This is an optimization exercise on Yosys and OpenROAD, whose aim is small area, a short achievable clock period and few clock cycles, not a production implementation.
In this exercise RTL edits were held to simulation tests only and were not proved equivalent to the original.

==> run a: inputs <==
## goertzel_filter
module goertzel_filter (
    input  wire        clk,
    input  wire        rst,
    input  wire        in_valid,
    output wire        in_ready,
    input  wire [1:0]  in_op,
    input  wire [31:0] in_data,
    output reg         out_valid,
    output wire [31:0] out_mag,
    output reg         out_nonfinite
);
==> flow/config.mk <==
export PLATFORM = sky130hd
export DESIGN_NAME = goertzel_filter
export DESIGN_NICKNAME = goertzel_filter
export VERILOG_FILES = /design/flow/design.v
export SDC_FILE = /design/flow/constraint.sdc
export NUM_CORES = 4
export LEC_CHECK = 0
export ABC_AREA = 1
export CAP_MARGIN = 20
export CORE_MARGIN = 2
export CORE_UTILIZATION = 55
export SLEW_MARGIN = 20
export SETUP_SLACK_MARGIN = 9
==> flow/constraint.sdc <==
create_clock -name core_clock -period 22.0 [get_ports {clk}]
set_input_delay 4.4000 -clock core_clock [delete_from_list [all_inputs] [get_ports {clk}]]
set_output_delay 4.4000 -clock core_clock [all_outputs]
set_load 0.01 [all_outputs]
standard.sh (not shown) runs the stock make flow with config.mk's settings and CLKGATE_MAP_FILE= SYNTH_SCRIPT=/design/flow/synth_recipe.tcl, a recipe that flattens the netlist after the stock synthesis.
==> flow/flow/run.sh <==
#!/bin/bash
set -e
echo "export SETUP_SLACK_MARGIN = 9" >> config.mk
bash standard.sh > standard.log 2>&1
==> inputs of run b, as changes to run a <==
--- a/flow/design.v
+++ b/flow/design.v
@@ -55,11 +55,11 @@
     wire [9:0]  dab = ae - be;
     wire [9:0]  dba = be - ae;
     wire        mge;                       
     wire [22:0] mdiff;
     gf_bk #(.W(23)) u_mcmp (.a(a[22:0]), .b(~b[22:0]), .ci(1'b1), .s(mdiff), .co(mge));
-    wire        deq  = (dab == 10'd0);
+    wire        deq  = (ae == be);
     wire        swap = dab[9] | (deq & ~mge);
     wire        d1   = (dab == 10'd1) | (dba == 10'd1);
     wire [9:0]  d   = swap ? dba : dab;
     wire [9:0]  ex  = swap ? be : ae;
     wire [22:0] mx  = swap ? b[22:0] : a[22:0];
@@ -79,12 +79,20 @@
     wire [26:0] sn   = s27      ? {1'b1, ssum[26:2], ssum[1] | ssum[0]}
                      : ssum[26] ? ssum
                      :            {ssum[25:0], 1'b0};
     wire        ru   = sn[2] & (sn[1] | sn[0] | sn[3]);
     wire [23:0] rr   = {1'b0, sn[25:3]} + {23'b0, ru};
-    wire [9:0]  efar = ex + {8'd0, s27} - {9'd0, ~s27 & ~ssum[26]} + {9'd0, rr[23]};
-    wire        ovf  = ~efar[9] & (efar >= 10'd255);
+    wire [9:0]  exm1 = ex - 10'd1;
+    wire [9:0]  exp1 = ex + 10'd1;
+    wire [9:0]  exp2 = ex + 10'd2;
+    wire        lft  = ~s27 & ~ssum[26];
+    wire        rc   = rr[23];
+    wire        eup2 = s27 & rc;
+    wire        eup1 = (s27 & ~rc) | (~s27 & ~lft & rc);
+    wire        edn1 = lft & ~rc;
+    wire [9:0]  efar = eup2 ? exp2 : eup1 ? exp1 : edn1 ? exm1 : ex;
+    wire        ovf  = (eup2 & ~exp2[9] & (exp2 >= 10'd255)) | (eup1 & ~exp1[9] & (exp1 >= 10'd255));
     wire [24:0] nz   = deq ? {1'b1, mz, 1'b0} : {2'b01, mz};
     wire [24:0] nr;
     wire        ncy;
     gf_bk #(.W(25)) u_near (.a({1'b1, mx, 1'b0}), .b(~nz), .ci(1'b1), .s(nr), .co(ncy));
     wire        near = sub & (deq | (d1 & ~nr[24]));
@@ -1202,10 +1210,11 @@
     localparam S_B3   = 4'd6;    
     localparam S_B4   = 4'd7;    
     localparam S_B5   = 4'd8;    
     localparam S_B6   = 4'd9;    
     localparam S_CW   = 4'd10;   
+    localparam S_CN   = 4'd11;   
     localparam [36:0] ZERO = {3'b001, 34'b0};
     reg  [3:0]  state;
     reg  [36:0] coeff, q1, q2, p;
     reg  [15:0] xf;           
     reg         sq_busy;      
@@ -1225,10 +1234,12 @@
             S_B2:    ns = S_B3;
             S_B3:    ns = S_B4;
             S_B4:    ns = S_B5;
             S_B5:    ns = S_B6;
             S_B6:    ns = sq_busy ? S_B6 : S_IDLE;
+            S_CW:    ns = (~c_big & (craw[30:23] == 8'd0) & (craw[22:0] != 23'd0)) ? S_CN : S_IDLE;
+            S_CN:    ns = coeff[22] ? S_IDLE : S_CN;
             default: ns = S_IDLE;
         endcase
         if (accept) begin
             case (in_op)
                 OP_SAMPLE: ns = S_MUL;
@@ -1262,43 +1273,37 @@
     end
     wire [22:0] xfrac = {xabs, 7'b0} << (5'd16 - {1'b0, xpos});
     wire [7:0]  xexp  = 8'd127 + {4'b0, xpos};
     wire [36:0] xin   = {2'b00, xabs == 16'd0, xneg, 2'b00, xexp, xfrac};
     always @(posedge clk) begin
-        case (ns)
-            S_ADD:   ab <= xin;
-            S_B5:    ab <= q2;
-            S_B6:    ab <= {q1[36:34], ~q1[33], q1[32:0]};
-            default: ab <= {q2[36:34], ~q2[33], q2[32:0]};
-        endcase
+        if ((state == S_SUB) | ((state == S_MUL) & ~fresh & q2[34]))
+            ab <= xin;                                    
+        else if (state == S_B4)
+            ab <= q2;                                     
+        else if ((state == S_B5) | (state == S_B6))
+            ab <= {q1[36:34], ~q1[33], q1[32:0]};         
+        else
+            ab <= {q2[36:34], ~q2[33], q2[32:0]};         
     end
     wire [31:0] craw  = coeff[31:0];      
     wire        c_big = (craw[30:0] > 31'h40000000);
-    reg  [4:0]  cpos;
-    always @* begin
-        cpos = 5'd0;
-        for (k = 0; k < 23; k = k + 1)
-            if (craw[k]) cpos = k[4:0];
-    end
-    wire [22:0] cfrac = craw[22:0] << (5'd23 - cpos);
     wire [36:0] cin = c_big ? {3'b000, craw[31], 10'd128, 23'b0}
                     : (craw[30:23] != 8'd0) ? {3'b000, craw[31], 2'b00, craw[30:23], craw[22:0]}
                     : (craw[22:0] == 23'd0) ? ZERO
-                    : {3'b000, craw[31], {5'b0, cpos} - 10'd22, cfrac};
+                    : {3'b000, craw[31], 10'd1, craw[22:0]};
     reg  [25:0] rad;
     reg  [27:0] rem;
     reg  [25:0] root;
     reg  [4:0]  cnt;
-    reg  [9:0]  r_e;          
+    reg  [7:0]  r_exp;        
     reg         r_force;      
     reg         r_inf;
     wire [29:0] rem_sh = {rem, rad[25:24]};
     wire [29:0] trial  = {2'b00, root, 2'b01};
     wire [30:0] rdiff  = {1'b0, rem_sh} - {1'b0, trial};
     wire        take   = ~rdiff[30];
-    wire [9:0]  m_exp  = r_e - 10'd127;
-    wire [7:0]  r_exp  = m_exp[8:1] + 8'd127;
+    wire [9:0]  m_exp  = p[32:23] - 10'd127;
     wire        r_g  = root[1];
     wire        r_st = root[0] | (rem != 0);
     wire        r_up = r_g & (r_st | root[2]);
     assign out_mag = r_force ? (r_inf ? 32'h7f800000 : 32'h0)
                    : {1'b0, {r_exp, root[24:2]} + {30'b0, r_up}};
@@ -1339,20 +1344,21 @@
                         sq_busy <= 1'b1;
                         sq_ld   <= 1'b1;
                     end
                 end
                 S_CW: coeff <= cin;
+                S_CN: coeff <= {coeff[36:33], coeff[32:23] - 10'd1, coeff[21:0], 1'b0};
                 default: ;
             endcase
             if (sq_ld) begin
                 sq_ld         <= 1'b0;
                 out_nonfinite <= m2_n | m2_i;
                 r_inf   <= m2_i & ~m2_s;
                 rem     <= 28'd0;
                 root    <= 26'd0;
                 cnt     <= 5'd25;
-                r_e     <= p[32:23];
+                r_exp   <= m_exp[8:1] + 8'd127;
                 rad     <= p[23] ? {2'b01, p[22:0], 1'b0} : {1'b1, p[22:0], 2'b00};
                 if (m2_n | m2_i | m2_z | m2_s) begin
                     r_force   <= 1'b1;
                     out_valid <= 1'b1;
                     sq_busy   <= 1'b0;
==> flow/flow/run.sh (replaced) <==
#!/bin/bash
set -e
echo "export SETUP_SLACK_MARGIN = 12" >> config.mk
bash standard.sh > standard.log 2>&1
--- a/flow/config.mk
+++ b/flow/config.mk
@@ -8,6 +8,7 @@
 export ABC_AREA = 1
 export CAP_MARGIN = 20
 export CORE_MARGIN = 2
 export CORE_UTILIZATION = 55
 export SLEW_MARGIN = 20
-export SETUP_SLACK_MARGIN = 9
+export TNS_END_PERCENT = 10
+export SETUP_SLACK_MARGIN = 12
==> summary of the runs <==
Run b finished clean. Run a produced a clean layout. Between run a and run b, the lower non-clock buffer count is in run a (gap 213). Against run a, the wire length of run b is larger by 4.4%. Sequential cell count: run b is lower than run a (1). Of run a and run b, run b has the higher first-iteration DRC count (gap about 10%, measured against run b). Synthesized cell count: run b is smaller than run a (2.5%). Of run b and run a, run a has the higher sequential share of layout area (gap 1.1 points). In run a the critical path depth is lower than in run b, by 9. Between run a and run b, the lower worst hold slack is in run b (gap 0.0078 ns). Register-to-register slack: run b is better than run a (2.6 ns).
==> figures <==
| metric | run a | run b |
|---|---|---|
| Count of instances resized after the clock tree is built | 0 | 229 |
| Xor and xnor area share after synthesis | 8.64% | 9.36% |
| DR pass1 iterations | 11 | 8 |
| Chip Width | 295 um | 293 um |
| TritonCTS Sinks | 306 | 305 |
| Area of the placeable core | 83,700 um2 | 82,400 um2 |
| Area added between synthesis and finish | 6.65% | 15.9% |
| Sequential cell area fraction in the yosys report | 16.4% | 16.5% |
| Non-clock buffering overhead in the final layout | 3.14% | 7.10% |
| Status | complete, no violations | complete, no violations |
| Vias in the first global route | 46,200 | 45,800 |
| Mux share of post-synthesis cell area | 0.258% | 0.0654% |
| Total of flip-flops plus latches after synthesis | 306 | 305 |
| Vias/cell | 6.38 | 6.50 |
| Footprint of the multi-input gates | 33,900 um2 | 35,100 um2 |
| Total track usage | 42.6% | 43.1% |
| Launching instance or port of the critical path | mb_q2 | mb_q1 |
Testbench counts of run a, summed over its fixed seeds: cycles 41,534.
Testbench counts of run b, summed over its fixed seeds: cycles 41,534.


==> 02-28: inputs <==
goertzel_filter again, from the RTL that the note above started with.
Settings: LEC_CHECK=0, ABC_AREA=1, CAP_MARGIN=20, CORE_MARGIN=2, CORE_UTILIZATION=55, SLEW_MARGIN=20; clock period 22.0 ns.
run.sh (not shown) runs the stock make flow with config.mk's settings and CLKGATE_MAP_FILE= SYNTH_SCRIPT=/design/flow/synth_recipe.tcl, a recipe that flattens the netlist after the stock synthesis.
Stock flow here: none of the scripts above is used.
==> 10-10: changes against 02-28 <==
--- a/flow/design.v
+++ b/flow/design.v
@@ -55,11 +55,11 @@
     wire [9:0]  dab = ae - be;
     wire [9:0]  dba = be - ae;
     wire        mge;                       
     wire [22:0] mdiff;
     gf_bk #(.W(23)) u_mcmp (.a(a[22:0]), .b(~b[22:0]), .ci(1'b1), .s(mdiff), .co(mge));
-    wire        deq  = (dab == 10'd0);
+    wire        deq  = (ae == be);
     wire        swap = dab[9] | (deq & ~mge);
     wire        d1   = (dab == 10'd1) | (dba == 10'd1);
     wire [9:0]  d   = swap ? dba : dab;
     wire [9:0]  ex  = swap ? be : ae;
     wire [22:0] mx  = swap ? b[22:0] : a[22:0];
@@ -79,12 +79,20 @@
     wire [26:0] sn   = s27      ? {1'b1, ssum[26:2], ssum[1] | ssum[0]}
                      : ssum[26] ? ssum
                      :            {ssum[25:0], 1'b0};
     wire        ru   = sn[2] & (sn[1] | sn[0] | sn[3]);
     wire [23:0] rr   = {1'b0, sn[25:3]} + {23'b0, ru};
-    wire [9:0]  efar = ex + {8'd0, s27} - {9'd0, ~s27 & ~ssum[26]} + {9'd0, rr[23]};
-    wire        ovf  = ~efar[9] & (efar >= 10'd255);
+    wire [9:0]  exm1 = ex - 10'd1;
+    wire [9:0]  exp1 = ex + 10'd1;
+    wire [9:0]  exp2 = ex + 10'd2;
+    wire        lft  = ~s27 & ~ssum[26];
+    wire        rc   = rr[23];
+    wire        eup2 = s27 & rc;
+    wire        eup1 = (s27 & ~rc) | (~s27 & ~lft & rc);
+    wire        edn1 = lft & ~rc;
+    wire [9:0]  efar = eup2 ? exp2 : eup1 ? exp1 : edn1 ? exm1 : ex;
+    wire        ovf  = (eup2 & ~exp2[9] & (exp2 >= 10'd255)) | (eup1 & ~exp1[9] & (exp1 >= 10'd255));
     wire [24:0] nz   = deq ? {1'b1, mz, 1'b0} : {2'b01, mz};
     wire [24:0] nr;
     wire        ncy;
     gf_bk #(.W(25)) u_near (.a({1'b1, mx, 1'b0}), .b(~nz), .ci(1'b1), .s(nr), .co(ncy));
     wire        near = sub & (deq | (d1 & ~nr[24]));
@@ -1202,10 +1210,11 @@
     localparam S_B3   = 4'd6;    
     localparam S_B4   = 4'd7;    
     localparam S_B5   = 4'd8;    
     localparam S_B6   = 4'd9;    
     localparam S_CW   = 4'd10;   
+    localparam S_CN   = 4'd11;   
     localparam [36:0] ZERO = {3'b001, 34'b0};
     reg  [3:0]  state;
     reg  [36:0] coeff, q1, q2, p;
     reg  [15:0] xf;           
     reg         sq_busy;      
@@ -1225,10 +1234,12 @@
             S_B2:    ns = S_B3;
             S_B3:    ns = S_B4;
             S_B4:    ns = S_B5;
             S_B5:    ns = S_B6;
             S_B6:    ns = sq_busy ? S_B6 : S_IDLE;
+            S_CW:    ns = (~c_big & (craw[30:23] == 8'd0) & (craw[22:0] != 23'd0)) ? S_CN : S_IDLE;
+            S_CN:    ns = coeff[22] ? S_IDLE : S_CN;
             default: ns = S_IDLE;
         endcase
         if (accept) begin
             case (in_op)
                 OP_SAMPLE: ns = S_MUL;
@@ -1262,43 +1273,37 @@
     end
     wire [22:0] xfrac = {xabs, 7'b0} << (5'd16 - {1'b0, xpos});
     wire [7:0]  xexp  = 8'd127 + {4'b0, xpos};
     wire [36:0] xin   = {2'b00, xabs == 16'd0, xneg, 2'b00, xexp, xfrac};
     always @(posedge clk) begin
-        case (ns)
-            S_ADD:   ab <= xin;
-            S_B5:    ab <= q2;
-            S_B6:    ab <= {q1[36:34], ~q1[33], q1[32:0]};
-            default: ab <= {q2[36:34], ~q2[33], q2[32:0]};
-        endcase
+        if ((state == S_SUB) | ((state == S_MUL) & ~fresh & q2[34]))
+            ab <= xin;                                    
+        else if (state == S_B4)
+            ab <= q2;                                     
+        else if ((state == S_B5) | (state == S_B6))
+            ab <= {q1[36:34], ~q1[33], q1[32:0]};         
+        else
+            ab <= {q2[36:34], ~q2[33], q2[32:0]};         
     end
     wire [31:0] craw  = coeff[31:0];      
     wire        c_big = (craw[30:0] > 31'h40000000);
-    reg  [4:0]  cpos;
-    always @* begin
-        cpos = 5'd0;
-        for (k = 0; k < 23; k = k + 1)
-            if (craw[k]) cpos = k[4:0];
-    end
-    wire [22:0] cfrac = craw[22:0] << (5'd23 - cpos);
     wire [36:0] cin = c_big ? {3'b000, craw[31], 10'd128, 23'b0}
                     : (craw[30:23] != 8'd0) ? {3'b000, craw[31], 2'b00, craw[30:23], craw[22:0]}
                     : (craw[22:0] == 23'd0) ? ZERO
-                    : {3'b000, craw[31], {5'b0, cpos} - 10'd22, cfrac};
+                    : {3'b000, craw[31], 10'd1, craw[22:0]};
     reg  [25:0] rad;
     reg  [27:0] rem;
     reg  [25:0] root;
     reg  [4:0]  cnt;
-    reg  [9:0]  r_e;          
+    reg  [7:0]  r_exp;        
     reg         r_force;      
     reg         r_inf;
     wire [29:0] rem_sh = {rem, rad[25:24]};
     wire [29:0] trial  = {2'b00, root, 2'b01};
     wire [30:0] rdiff  = {1'b0, rem_sh} - {1'b0, trial};
     wire        take   = ~rdiff[30];
-    wire [9:0]  m_exp  = r_e - 10'd127;
-    wire [7:0]  r_exp  = m_exp[8:1] + 8'd127;
+    wire [9:0]  m_exp  = p[32:23] - 10'd127;
     wire        r_g  = root[1];
     wire        r_st = root[0] | (rem != 0);
     wire        r_up = r_g & (r_st | root[2]);
     assign out_mag = r_force ? (r_inf ? 32'h7f800000 : 32'h0)
                    : {1'b0, {r_exp, root[24:2]} + {30'b0, r_up}};
@@ -1339,20 +1344,21 @@
                         sq_busy <= 1'b1;
                         sq_ld   <= 1'b1;
                     end
                 end
                 S_CW: coeff <= cin;
+                S_CN: coeff <= {coeff[36:33], coeff[32:23] - 10'd1, coeff[21:0], 1'b0};
                 default: ;
             endcase
             if (sq_ld) begin
                 sq_ld         <= 1'b0;
                 out_nonfinite <= m2_n | m2_i;
                 r_inf   <= m2_i & ~m2_s;
                 rem     <= 28'd0;
                 root    <= 26'd0;
                 cnt     <= 5'd25;
-                r_e     <= p[32:23];
+                r_exp   <= m_exp[8:1] + 8'd127;
                 rad     <= p[23] ? {2'b01, p[22:0], 1'b0} : {1'b1, p[22:0], 2'b00};
                 if (m2_n | m2_i | m2_z | m2_s) begin
                     r_force   <= 1'b1;
                     out_valid <= 1'b1;
                     sq_busy   <= 1'b0;
==> flow/flow/run.sh (new file) <==
#!/bin/bash
set -e
echo "export SETUP_SLACK_MARGIN = 12" >> config.mk
bash standard.sh > standard.log 2>&1
==> flow/standard.sh (new file) <==
#!/bin/bash
# synth_recipe.tcl (not shown) runs the flow's synth.tcl, then flattens the netlist and writes it again
# the make line also repeats each setting of config.mk as NAME=value (left out here)
make -C /OpenROAD-flow-scripts/flow DESIGN_CONFIG=/design/flow/config.mk WORK_HOME=/design/flow/orfs CLKGATE_MAP_FILE= SYNTH_SCRIPT=/design/flow/synth_recipe.tcl "${@:-finish}"
Settings changed: SETUP_SLACK_MARGIN set to 12, TNS_END_PERCENT set to 0.
removed: flow/run.sh
==> 06-07: changes against 02-28 <==
--- a/flow/design.v
+++ b/flow/design.v
@@ -1202,10 +1202,11 @@
     localparam S_B3   = 4'd6;    
     localparam S_B4   = 4'd7;    
     localparam S_B5   = 4'd8;    
     localparam S_B6   = 4'd9;    
     localparam S_CW   = 4'd10;   
+    localparam S_CN   = 4'd11;   
     localparam [36:0] ZERO = {3'b001, 34'b0};
     reg  [3:0]  state;
     reg  [36:0] coeff, q1, q2, p;
     reg  [15:0] xf;           
     reg         sq_busy;      
@@ -1225,10 +1226,12 @@
             S_B2:    ns = S_B3;
             S_B3:    ns = S_B4;
             S_B4:    ns = S_B5;
             S_B5:    ns = S_B6;
             S_B6:    ns = sq_busy ? S_B6 : S_IDLE;
+            S_CW:    ns = (~c_big & (craw[30:23] == 8'd0) & (craw[22:0] != 23'd0)) ? S_CN : S_IDLE;
+            S_CN:    ns = coeff[22] ? S_IDLE : S_CN;
             default: ns = S_IDLE;
         endcase
         if (accept) begin
             case (in_op)
                 OP_SAMPLE: ns = S_MUL;
@@ -1262,43 +1265,37 @@
     end
     wire [22:0] xfrac = {xabs, 7'b0} << (5'd16 - {1'b0, xpos});
     wire [7:0]  xexp  = 8'd127 + {4'b0, xpos};
     wire [36:0] xin   = {2'b00, xabs == 16'd0, xneg, 2'b00, xexp, xfrac};
     always @(posedge clk) begin
-        case (ns)
-            S_ADD:   ab <= xin;
-            S_B5:    ab <= q2;
-            S_B6:    ab <= {q1[36:34], ~q1[33], q1[32:0]};
-            default: ab <= {q2[36:34], ~q2[33], q2[32:0]};
-        endcase
+        if ((state == S_SUB) | ((state == S_MUL) & ~fresh & q2[34]))
+            ab <= xin;                                    
+        else if (state == S_B4)
+            ab <= q2;                                     
+        else if ((state == S_B5) | (state == S_B6))
+            ab <= {q1[36:34], ~q1[33], q1[32:0]};         
+        else
+            ab <= {q2[36:34], ~q2[33], q2[32:0]};         
     end
     wire [31:0] craw  = coeff[31:0];      
     wire        c_big = (craw[30:0] > 31'h40000000);
-    reg  [4:0]  cpos;
-    always @* begin
-        cpos = 5'd0;
-        for (k = 0; k < 23; k = k + 1)
-            if (craw[k]) cpos = k[4:0];
-    end
-    wire [22:0] cfrac = craw[22:0] << (5'd23 - cpos);
     wire [36:0] cin = c_big ? {3'b000, craw[31], 10'd128, 23'b0}
                     : (craw[30:23] != 8'd0) ? {3'b000, craw[31], 2'b00, craw[30:23], craw[22:0]}
                     : (craw[22:0] == 23'd0) ? ZERO
-                    : {3'b000, craw[31], {5'b0, cpos} - 10'd22, cfrac};
+                    : {3'b000, craw[31], 10'd1, craw[22:0]};
     reg  [25:0] rad;
     reg  [27:0] rem;
     reg  [25:0] root;
     reg  [4:0]  cnt;
-    reg  [9:0]  r_e;          
+    reg  [7:0]  r_exp;        
     reg         r_force;      
     reg         r_inf;
     wire [29:0] rem_sh = {rem, rad[25:24]};
     wire [29:0] trial  = {2'b00, root, 2'b01};
     wire [30:0] rdiff  = {1'b0, rem_sh} - {1'b0, trial};
     wire        take   = ~rdiff[30];
-    wire [9:0]  m_exp  = r_e - 10'd127;
-    wire [7:0]  r_exp  = m_exp[8:1] + 8'd127;
+    wire [9:0]  m_exp  = p[32:23] - 10'd127;
     wire        r_g  = root[1];
     wire        r_st = root[0] | (rem != 0);
     wire        r_up = r_g & (r_st | root[2]);
     assign out_mag = r_force ? (r_inf ? 32'h7f800000 : 32'h0)
                    : {1'b0, {r_exp, root[24:2]} + {30'b0, r_up}};
@@ -1339,20 +1336,21 @@
                         sq_busy <= 1'b1;
                         sq_ld   <= 1'b1;
                     end
                 end
                 S_CW: coeff <= cin;
+                S_CN: coeff <= {coeff[36:33], coeff[32:23] - 10'd1, coeff[21:0], 1'b0};
                 default: ;
             endcase
             if (sq_ld) begin
                 sq_ld         <= 1'b0;
                 out_nonfinite <= m2_n | m2_i;
                 r_inf   <= m2_i & ~m2_s;
                 rem     <= 28'd0;
                 root    <= 26'd0;
                 cnt     <= 5'd25;
-                r_e     <= p[32:23];
+                r_exp   <= m_exp[8:1] + 8'd127;
                 rad     <= p[23] ? {2'b01, p[22:0], 1'b0} : {1'b1, p[22:0], 2'b00};
                 if (m2_n | m2_i | m2_z | m2_s) begin
                     r_force   <= 1'b1;
                     out_valid <= 1'b1;
                     sq_busy   <= 1'b0;
==> flow/flow/run.sh (new file) <==
#!/bin/bash
set -e
echo "export SETUP_SLACK_MARGIN = 12" >> config.mk
bash standard.sh > standard.log 2>&1
==> flow/standard.sh (new file) <==
#!/bin/bash
# synth_recipe.tcl (not shown) runs the flow's synth.tcl, then flattens the netlist and writes it again
# the make line also repeats each setting of config.mk as NAME=value (left out here)
make -C /OpenROAD-flow-scripts/flow DESIGN_CONFIG=/design/flow/config.mk WORK_HOME=/design/flow/orfs CLKGATE_MAP_FILE= SYNTH_SCRIPT=/design/flow/synth_recipe.tcl "${@:-finish}"
Settings changed: SETUP_SLACK_MARGIN set to 12.
removed: flow/run.sh
==> 02-01: changes against 02-28 <==
--- a/flow/design.v
+++ b/flow/design.v
@@ -55,11 +55,11 @@
     wire [9:0]  dab = ae - be;
     wire [9:0]  dba = be - ae;
     wire        mge;                       
     wire [22:0] mdiff;
     gf_bk #(.W(23)) u_mcmp (.a(a[22:0]), .b(~b[22:0]), .ci(1'b1), .s(mdiff), .co(mge));
-    wire        deq  = (dab == 10'd0);
+    wire        deq  = (ae == be);
     wire        swap = dab[9] | (deq & ~mge);
     wire        d1   = (dab == 10'd1) | (dba == 10'd1);
     wire [9:0]  d   = swap ? dba : dab;
     wire [9:0]  ex  = swap ? be : ae;
     wire [22:0] mx  = swap ? b[22:0] : a[22:0];
@@ -79,12 +79,20 @@
     wire [26:0] sn   = s27      ? {1'b1, ssum[26:2], ssum[1] | ssum[0]}
                      : ssum[26] ? ssum
                      :            {ssum[25:0], 1'b0};
     wire        ru   = sn[2] & (sn[1] | sn[0] | sn[3]);
     wire [23:0] rr   = {1'b0, sn[25:3]} + {23'b0, ru};
-    wire [9:0]  efar = ex + {8'd0, s27} - {9'd0, ~s27 & ~ssum[26]} + {9'd0, rr[23]};
-    wire        ovf  = ~efar[9] & (efar >= 10'd255);
+    wire [9:0]  exm1 = ex - 10'd1;
+    wire [9:0]  exp1 = ex + 10'd1;
+    wire [9:0]  exp2 = ex + 10'd2;
+    wire        lft  = ~s27 & ~ssum[26];
+    wire        rc   = rr[23];
+    wire        eup2 = s27 & rc;
+    wire        eup1 = (s27 & ~rc) | (~s27 & ~lft & rc);
+    wire        edn1 = lft & ~rc;
+    wire [9:0]  efar = eup2 ? exp2 : eup1 ? exp1 : edn1 ? exm1 : ex;
+    wire        ovf  = (eup2 & ~exp2[9] & (exp2 >= 10'd255)) | (eup1 & ~exp1[9] & (exp1 >= 10'd255));
     wire [24:0] nz   = deq ? {1'b1, mz, 1'b0} : {2'b01, mz};
     wire [24:0] nr;
     wire        ncy;
     gf_bk #(.W(25)) u_near (.a({1'b1, mx, 1'b0}), .b(~nz), .ci(1'b1), .s(nr), .co(ncy));
     wire        near = sub & (deq | (d1 & ~nr[24]));
@@ -1202,10 +1210,11 @@
     localparam S_B3   = 4'd6;    
     localparam S_B4   = 4'd7;    
     localparam S_B5   = 4'd8;    
     localparam S_B6   = 4'd9;    
     localparam S_CW   = 4'd10;   
+    localparam S_CN   = 4'd11;   
     localparam [36:0] ZERO = {3'b001, 34'b0};
     reg  [3:0]  state;
     reg  [36:0] coeff, q1, q2, p;
     reg  [15:0] xf;           
     reg         sq_busy;      
@@ -1225,10 +1234,12 @@
             S_B2:    ns = S_B3;
             S_B3:    ns = S_B4;
             S_B4:    ns = S_B5;
             S_B5:    ns = S_B6;
             S_B6:    ns = sq_busy ? S_B6 : S_IDLE;
+            S_CW:    ns = (~c_big & (craw[30:23] == 8'd0) & (craw[22:0] != 23'd0)) ? S_CN : S_IDLE;
+            S_CN:    ns = coeff[22] ? S_IDLE : S_CN;
             default: ns = S_IDLE;
         endcase
         if (accept) begin
             case (in_op)
                 OP_SAMPLE: ns = S_MUL;
@@ -1262,43 +1273,37 @@
     end
     wire [22:0] xfrac = {xabs, 7'b0} << (5'd16 - {1'b0, xpos});
     wire [7:0]  xexp  = 8'd127 + {4'b0, xpos};
     wire [36:0] xin   = {2'b00, xabs == 16'd0, xneg, 2'b00, xexp, xfrac};
     always @(posedge clk) begin
-        case (ns)
-            S_ADD:   ab <= xin;
-            S_B5:    ab <= q2;
-            S_B6:    ab <= {q1[36:34], ~q1[33], q1[32:0]};
-            default: ab <= {q2[36:34], ~q2[33], q2[32:0]};
-        endcase
+        if ((state == S_SUB) | ((state == S_MUL) & ~fresh & q2[34]))
+            ab <= xin;                                    
+        else if (state == S_B4)
+            ab <= q2;                                     
+        else if ((state == S_B5) | (state == S_B6))
+            ab <= {q1[36:34], ~q1[33], q1[32:0]};         
+        else
+            ab <= {q2[36:34], ~q2[33], q2[32:0]};         
     end
     wire [31:0] craw  = coeff[31:0];      
     wire        c_big = (craw[30:0] > 31'h40000000);
-    reg  [4:0]  cpos;
-    always @* begin
-        cpos = 5'd0;
-        for (k = 0; k < 23; k = k + 1)
-            if (craw[k]) cpos = k[4:0];
-    end
-    wire [22:0] cfrac = craw[22:0] << (5'd23 - cpos);
     wire [36:0] cin = c_big ? {3'b000, craw[31], 10'd128, 23'b0}
                     : (craw[30:23] != 8'd0) ? {3'b000, craw[31], 2'b00, craw[30:23], craw[22:0]}
                     : (craw[22:0] == 23'd0) ? ZERO
-                    : {3'b000, craw[31], {5'b0, cpos} - 10'd22, cfrac};
+                    : {3'b000, craw[31], 10'd1, craw[22:0]};
     reg  [25:0] rad;
     reg  [27:0] rem;
     reg  [25:0] root;
     reg  [4:0]  cnt;
-    reg  [9:0]  r_e;          
+    reg  [7:0]  r_exp;        
     reg         r_force;      
     reg         r_inf;
     wire [29:0] rem_sh = {rem, rad[25:24]};
     wire [29:0] trial  = {2'b00, root, 2'b01};
     wire [30:0] rdiff  = {1'b0, rem_sh} - {1'b0, trial};
     wire        take   = ~rdiff[30];
-    wire [9:0]  m_exp  = r_e - 10'd127;
-    wire [7:0]  r_exp  = m_exp[8:1] + 8'd127;
+    wire [9:0]  m_exp  = p[32:23] - 10'd127;
     wire        r_g  = root[1];
     wire        r_st = root[0] | (rem != 0);
     wire        r_up = r_g & (r_st | root[2]);
     assign out_mag = r_force ? (r_inf ? 32'h7f800000 : 32'h0)
                    : {1'b0, {r_exp, root[24:2]} + {30'b0, r_up}};
@@ -1339,20 +1344,21 @@
                         sq_busy <= 1'b1;
                         sq_ld   <= 1'b1;
                     end
                 end
                 S_CW: coeff <= cin;
+                S_CN: coeff <= {coeff[36:33], coeff[32:23] - 10'd1, coeff[21:0], 1'b0};
                 default: ;
             endcase
             if (sq_ld) begin
                 sq_ld         <= 1'b0;
                 out_nonfinite <= m2_n | m2_i;
                 r_inf   <= m2_i & ~m2_s;
                 rem     <= 28'd0;
                 root    <= 26'd0;
                 cnt     <= 5'd25;
-                r_e     <= p[32:23];
+                r_exp   <= m_exp[8:1] + 8'd127;
                 rad     <= p[23] ? {2'b01, p[22:0], 1'b0} : {1'b1, p[22:0], 2'b00};
                 if (m2_n | m2_i | m2_z | m2_s) begin
                     r_force   <= 1'b1;
                     out_valid <= 1'b1;
                     sq_busy   <= 1'b0;
==> flow/flow/run.sh (new file) <==
#!/bin/bash
set -e
echo "export SETUP_SLACK_MARGIN = 13" >> config.mk
bash standard.sh > standard.log 2>&1
==> flow/standard.sh (new file) <==
#!/bin/bash
# synth_recipe.tcl (not shown) runs the flow's synth.tcl, then flattens the netlist and writes it again
# the make line also repeats each setting of config.mk as NAME=value (left out here)
make -C /OpenROAD-flow-scripts/flow DESIGN_CONFIG=/design/flow/config.mk WORK_HOME=/design/flow/orfs CLKGATE_MAP_FILE= SYNTH_SCRIPT=/design/flow/synth_recipe.tcl "${@:-finish}"
Settings changed: CORE_UTILIZATION 55 to 50, SETUP_SLACK_MARGIN set to 13, TNS_END_PERCENT set to 5.
removed: flow/run.sh
==> results.sh <==
export IMPL_cp_common_cell="nand2_2"
export IMPL_crit_arrival_ns=10.30
export IMPL_tightestPinTransition_ns=1.23
export IMPL_place_area_um2=47000
export IMPL_fp_dieArea_um2=84900
export IMPL_status="timing/DRC/antenna clean"
Source of the figures above: 06-07

==> results.sh <==
export IMPL_status="timing/DRC/antenna clean"
export IMPL_fp_dieArea_um2=94300
export IMPL_crit_family="adder cells"
export IMPL_crit_arrival_ns=10.59
export IMPL_cp_common_cell="nand2_1"
export IMPL_avgRoutedWirePerCell_um=25.8
export IMPL_place_area_um2=47600
export IMPL_tightestPinTransition_ns=1.20
Source of the figures above: 02-01

==> results.sh <==
export IMPL_crit_arrival_ns=10.54
export IMPL_fp_dieArea_um2=85800
export IMPL_seq_cell_count=305
export IMPL_tightestPinTransition_ns=1.10
export IMPL_place_area_um2=47300
export IMPL_status="timing/DRC/antenna clean"
Source of the figures above: 10-10

==> results.sh <==
export IMPL_tightestPinTransition_ns=1.09
export IMPL_fp_dieArea_um2=86900
export IMPL_status="timing/DRC/antenna clean"
Source of the figures above: 02-28

Testbench counts of 02-28, summed over its fixed seeds: cycles 41,534.
Testbench counts of 10-10, summed over its fixed seeds: cycles 41,534.
Testbench counts of 06-07, summed over its fixed seeds: cycles 41,534.
Testbench counts of 02-01, summed over its fixed seeds: cycles 41,534.

-- static timing again, ports no longer ideal --
The flow's constraints put no driver on any port. The routed layouts listed below were extracted and timed again, unchanged, in two steps. Step 1 assumes that a clkbuf_16 drives the clock port and a buf_2 every other input. Step 2 moves the port delays by t, midway between the first and last clock arrival at a register: inputs arrive t later, outputs are due t later. That takes back most of the time a late clock gives input paths. Slacks: ideal ports / drivers / drivers and shift; pairs: ideal ports / drivers.
run | t (ns) | setup WS [ns] | pins driven straight from the clock port
run a | 0.643 | 9.189 / 9.189 / 9.189 | 1
run b | 0.643 | 11.825 / 11.825 / 11.825 | 1
02-28 | 0.644 | 8.598 / 8.598 / 8.598 | 1
10-10 | 0.645 | 11.758 / 11.758 / 11.758 | 1
06-07 | 0.667 | 12.017 / 12.017 / 12.017 | 1
02-01 | 0.655 | 11.768 / 11.768 / 11.768 | 1
After both steps every run listed still meets setup and hold.
